What follows belongs to an exercise in optimizing a design on an open flow for small area, a short achievable clock period and few clock cycles per item; a production flow would make more cautious choices.
Power is estimated from default activity; no workload was simulated.

==> flow/design.v <==
module gs_addr_calc (
    input  wire        f0,       
    input  wire        f1,       
    input  wire [14:0] pg,
    input  wire [6:0]  x,
    input  wire [6:0]  y,
    output wire [28:0] addr
);
    wire       f2 = ~(f0 | f1);
    wire       c  = x[2] ^ y[1] ^ y[2];
    wire [28:0] a32 = {3'b000, pg, x[5], y[4], x[4], y[3], x[3], y[2], y[1], x[2], x[1], y[0], x[0]};
    wire [28:0] a8  = {1'b0, pg, x[6], y[5], x[5], y[4], x[4], y[3], y[2], c, x[1], y[0], x[0], x[3], y[1]};
    wire [28:0] a4  = {pg, y[6], x[6], y[5], x[5], y[4], y[3], y[2], c, x[1], y[0], x[0], x[4], x[3], y[1]};
    assign addr = ({29{f0}} & a32) | ({29{f1}} & a8) | ({29{f2}} & a4);
endmodule
module gs_swizzle_agu (
    input  wire        clk,
    input  wire        rst,
    input  wire        cmd_valid,
    output wire        cmd_ready,
    input  wire [1:0]  cmd_fmt,
    input  wire [13:0] cmd_dbp,
    input  wire [5:0]  cmd_dbw,
    input  wire [10:0] cmd_x0,
    input  wire [10:0] cmd_y0,
    input  wire [11:0] cmd_w,
    input  wire [11:0] cmd_h,
    output reg         out_valid,
    input  wire        out_ready,
    output wire [28:0] out_addr,
    output wire        out_last
);
    reg        rdy;       
    reg        setup;     
    reg        f0, f1;    
    reg [5:0]  pw;        
    reg [11:0] w;
    reg [6:0]  x0l;       
    reg [6:0]  xl;        
    reg [6:0]  yl;        
    reg [11:0] cnt;       
    reg        re;        
    reg [11:0] rcnt;      
    reg        lr;        
    reg [14:0] pg;        
    reg [14:0] rb;        
    reg        xc;        
    reg        yc;        
    reg        ybit;      
    reg        xstep;     
    assign cmd_ready = rdy;
    assign out_last  = re & lr;
    gs_addr_calc u_calc (
        .f0   (f0),
        .f1   (f1),
        .pg   (pg),
        .x    (xl),
        .y    (yl),
        .addr (out_addr)
    );
    wire accept  = rdy & cmd_valid;
    wire advance = out_valid & out_ready;
    wire f2      = ~(f0 | f1);
    wire xc_x0  = f0 ? (&x0l[5:0]) : (&x0l);
    wire xc_inc = ~xl[0] & (&xl[5:1]) & (f0 | xl[6]);
    wire yc_inc = ~yl[0] & (&yl[4:1]) & (f0 | (yl[5] & (f1 | yl[6])));
    wire yc_cmd = (cmd_fmt == 2'd0) ? (&cmd_y0[4:0]) : (cmd_fmt == 2'd1) ? (&cmd_y0[5:0]) : (&cmd_y0[6:0]);
    wire [4:0]  xpg    = f0 ? pg[10:6] : {1'b0, pg[10:7]};
    wire [11:0] b_set  = xstep ? {7'd0, xpg} : (ybit ? cnt : 12'd0);
    wire [11:0] b_walk = yc ? {6'd0, pw} : 12'd0;
    wire [14:0] rb_sum = rb + (setup ? b_set : b_walk);
    wire [5:0] cmd_pw = (cmd_fmt == 2'd0) ? cmd_dbw : {1'b0, cmd_dbw[5:1]};
    always @(posedge clk) begin
        if (rst) begin
            rdy       <= 1'b1;
            setup     <= 1'b0;
            out_valid <= 1'b0;
        end else if (accept) begin
            rdy   <= !((cmd_w != 12'd0) && (cmd_h != 12'd0));
            setup <= (cmd_w != 12'd0) && (cmd_h != 12'd0);
        end else if (setup) begin
            if (xstep) begin
                setup     <= 1'b0;
                out_valid <= 1'b1;
            end
        end else if (advance && re && lr) begin
            out_valid <= 1'b0;
            rdy       <= 1'b1;
        end
    end
    always @(posedge clk) begin
        if (accept) begin
            f0    <= (cmd_fmt == 2'd0);
            f1    <= (cmd_fmt == 2'd1);
            pw    <= cmd_pw;
            w     <= cmd_w;
            rcnt  <= cmd_h;
            lr    <= (cmd_h == 12'd1);
            x0l   <= cmd_x0[6:0];
            yl    <= cmd_y0[6:0];
            yc    <= yc_cmd;
            xl    <= (cmd_fmt == 2'd0) ? 7'd121 : (cmd_fmt == 2'd1) ? 7'd122 : 7'd123;
            ybit  <= (cmd_fmt == 2'd0) ? cmd_y0[5] : (cmd_fmt == 2'd1) ? cmd_y0[6] : cmd_y0[7];
            xstep <= 1'b0;
            rb    <= {1'b0, cmd_dbp};
            cnt   <= {6'd0, cmd_pw};
            pg    <= {4'd0, cmd_x0[10:6], cmd_y0[10:5]};
        end else if (setup) begin
            rb    <= rb_sum;
            xstep <= (xl[2:0] == 3'd6);
            case (xl[2:0])
                3'd1:    ybit <= pg[1];
                3'd2:    ybit <= pg[2];
                3'd3:    ybit <= pg[3];
                3'd4:    ybit <= pg[4];
                default: ybit <= pg[5];
            endcase
            if (xstep) begin
                pg  <= rb_sum;
                xl  <= x0l;
                xc  <= xc_x0;
                cnt <= w;
                re  <= (w == 12'd1);
            end else begin
                xl  <= xl + 7'd1;
                cnt <= {cnt[10:0], 1'b0};
            end
        end else if (advance) begin
            if (re) begin
                rb   <= rb_sum;
                pg   <= rb_sum;
                xl   <= x0l;
                xc   <= xc_x0;
                yl   <= yl + 7'd1;
                yc   <= yc_inc;
                cnt  <= w;
                re   <= (w == 12'd1);
                rcnt <= rcnt - 12'd1;
                lr   <= (rcnt == 12'd2);
            end else begin
                xl  <= xl + 7'd1;
                xc  <= xc_inc;
                pg  <= pg + {14'd0, xc};
                cnt <= cnt - 12'd1;
                re  <= (cnt == 12'd2);
            end
        end
    end
endmodule
Settings: LEC_CHECK=0, CAP_MARGIN=20, CORE_MARGIN=2, CORE_UTILIZATION=40, SETUP_SLACK_MARGIN=3.5, SLEW_MARGIN=20; clock period 6.0 ns.
run.sh (not shown) runs the stock make flow with config.mk's settings and CLKGATE_MAP_FILE= SYNTH_SCRIPT=/design/flow/synth_recipe.tcl, a recipe that flattens the netlist after the stock synthesis.
Then changed:
--- a/flow/design.v
+++ b/flow/design.v
@@ -1,14 +1,14 @@
 module gs_addr_calc (
     input  wire        f0,       
     input  wire        f1,       
+    input  wire        f2,       
     input  wire [14:0] pg,
     input  wire [6:0]  x,
     input  wire [6:0]  y,
     output wire [28:0] addr
 );
-    wire       f2 = ~(f0 | f1);
     wire       c  = x[2] ^ y[1] ^ y[2];
     wire [28:0] a32 = {3'b000, pg, x[5], y[4], x[4], y[3], x[3], y[2], y[1], x[2], x[1], y[0], x[0]};
     wire [28:0] a8  = {1'b0, pg, x[6], y[5], x[5], y[4], x[4], y[3], y[2], c, x[1], y[0], x[0], x[3], y[1]};
     wire [28:0] a4  = {pg, y[6], x[6], y[5], x[5], y[4], y[3], y[2], c, x[1], y[0], x[0], x[4], x[3], y[1]};
     assign addr = ({29{f0}} & a32) | ({29{f1}} & a8) | ({29{f2}} & a4);
@@ -30,11 +30,11 @@
     output wire [28:0] out_addr,
     output wire        out_last
 );
     reg        rdy;       
     reg        setup;     
-    reg        f0, f1;    
+    reg        f0, f1, f2;  
     reg [5:0]  pw;        
     reg [11:0] w;
     reg [6:0]  x0l;       
     reg [6:0]  xl;        
     reg [6:0]  yl;        
@@ -44,44 +44,56 @@
     reg        lr;        
     reg [14:0] pg;        
     reg [14:0] rb;        
     reg        xc;        
     reg        yc;        
-    reg        ybit;      
-    reg        xstep;     
+    reg        sy;        
+    reg        sx;        
     assign cmd_ready = rdy;
     assign out_last  = re & lr;
     gs_addr_calc u_calc (
         .f0   (f0),
         .f1   (f1),
+        .f2   (f2),
         .pg   (pg),
         .x    (xl),
         .y    (yl),
         .addr (out_addr)
     );
     wire accept  = rdy & cmd_valid;
     wire advance = out_valid & out_ready;
-    wire f2      = ~(f0 | f1);
     wire xc_x0  = f0 ? (&x0l[5:0]) : (&x0l);
     wire xc_inc = ~xl[0] & (&xl[5:1]) & (f0 | xl[6]);
     wire yc_inc = ~yl[0] & (&yl[4:1]) & (f0 | (yl[5] & (f1 | yl[6])));
     wire yc_cmd = (cmd_fmt == 2'd0) ? (&cmd_y0[4:0]) : (cmd_fmt == 2'd1) ? (&cmd_y0[5:0]) : (&cmd_y0[6:0]);
-    wire [4:0]  xpg    = f0 ? pg[10:6] : {1'b0, pg[10:7]};
-    wire [11:0] b_set  = xstep ? {7'd0, xpg} : (ybit ? cnt : 12'd0);
-    wire [11:0] b_walk = yc ? {6'd0, pw} : 12'd0;
-    wire [14:0] rb_sum = rb + (setup ? b_set : b_walk);
+    wire        yw     = yc & out_valid;
+    wire [11:0] b      = ({12{sx}} & {7'd0, pg[10:6]}) | ({12{sy}} & cnt) | ({12{yw}} & {6'd0, pw});
+    wire [14:0] rb_sum = rb + b;
     wire [5:0] cmd_pw = (cmd_fmt == 2'd0) ? cmd_dbw : {1'b0, cmd_dbw[5:1]};
+    wire       ne     = (cmd_w != 12'd0) && (cmd_h != 12'd0);
     always @(posedge clk) begin
         if (rst) begin
             rdy       <= 1'b1;
             setup     <= 1'b0;
             out_valid <= 1'b0;
+            sx        <= 1'b0;
+            sy        <= 1'b0;
         end else if (accept) begin
-            rdy   <= !((cmd_w != 12'd0) && (cmd_h != 12'd0));
-            setup <= (cmd_w != 12'd0) && (cmd_h != 12'd0);
+            rdy   <= !ne;
+            setup <= ne;
+            sy    <= ne & ((cmd_fmt == 2'd0) ? cmd_y0[5] : (cmd_fmt == 2'd1) ? cmd_y0[6] : cmd_y0[7]);
         end else if (setup) begin
-            if (xstep) begin
+            sx <= (xl[2:0] == 3'd6);
+            case (xl[2:0])
+                3'd1:    sy <= pg[1];
+                3'd2:    sy <= pg[2];
+                3'd3:    sy <= pg[3];
+                3'd4:    sy <= pg[4];
+                3'd5:    sy <= pg[5];
+                default: sy <= 1'b0;
+            endcase
+            if (sx) begin
                 setup     <= 1'b0;
                 out_valid <= 1'b1;
             end
         end else if (advance && re && lr) begin
             out_valid <= 1'b0;
@@ -90,34 +102,25 @@
     end
     always @(posedge clk) begin
         if (accept) begin
             f0    <= (cmd_fmt == 2'd0);
             f1    <= (cmd_fmt == 2'd1);
+            f2    <= cmd_fmt[1];
             pw    <= cmd_pw;
             w     <= cmd_w;
             rcnt  <= cmd_h;
             lr    <= (cmd_h == 12'd1);
             x0l   <= cmd_x0[6:0];
             yl    <= cmd_y0[6:0];
             yc    <= yc_cmd;
             xl    <= (cmd_fmt == 2'd0) ? 7'd121 : (cmd_fmt == 2'd1) ? 7'd122 : 7'd123;
-            ybit  <= (cmd_fmt == 2'd0) ? cmd_y0[5] : (cmd_fmt == 2'd1) ? cmd_y0[6] : cmd_y0[7];
-            xstep <= 1'b0;
             rb    <= {1'b0, cmd_dbp};
             cnt   <= {6'd0, cmd_pw};
-            pg    <= {4'd0, cmd_x0[10:6], cmd_y0[10:5]};
+            pg    <= {4'd0, (cmd_fmt == 2'd0) ? cmd_x0[10:6] : {1'b0, cmd_x0[10:7]}, cmd_y0[10:5]};
         end else if (setup) begin
-            rb    <= rb_sum;
-            xstep <= (xl[2:0] == 3'd6);
-            case (xl[2:0])
-                3'd1:    ybit <= pg[1];
-                3'd2:    ybit <= pg[2];
-                3'd3:    ybit <= pg[3];
-                3'd4:    ybit <= pg[4];
-                default: ybit <= pg[5];
-            endcase
-            if (xstep) begin
+            rb <= rb_sum;
+            if (sx) begin
                 pg  <= rb_sum;
                 xl  <= x0l;
                 xc  <= xc_x0;
                 cnt <= w;
                 re  <= (w == 12'd1);
=> Core utilization is lower by 1.8 points. Worst setup slack degrades by 270 ps. Power is lower by 1.3%. Non-clock buffer count is lower by 12. Cell count is lower by 4.4%. Die area is lower by 3.2%. Count of clock-buffer cells in the layout stays the same. Routed wire length is lower by about 4.5%. Sequential power hardly moves.
No run of this note included a check of the RTL's function; only the layout flow was run.

[what the ideal ports hide]
No port has a modelled driver above. Below, the same layouts with a new extraction and two added sets of constraints.
Step 1 (the two cells are an assumption about what drives the block):
set clk [get_ports {clk}]
set_driving_cell -lib_cell sky130_fd_sc_hd__clkbuf_16 $clk
set_driving_cell -lib_cell sky130_fd_sc_hd__buf_2 [delete_from_list [all_inputs] $clk]
Step 2 also shifts input and output timing later by t, the mid clock arrival at the registers, as if the neighbouring blocks saw the same clock.
Three values: ideal ports, drivers, drivers and shift; two values: the first two.
run	t (ns)	slack for setup (ns)	worst register clock-pin slew, ns	cell pins on the clock port's net
the first run	0.405	3.005 / 2.958 / 2.995	0.08 / 0.08	1
the second run	0.398	2.739 / 2.739 / 2.663	0.09 / 0.09	1
After both steps every run listed still meets setup and hold. The setup slack of the second run, which loses most, moves by 0.000 ns with the drivers and by -0.076 ns with both steps.
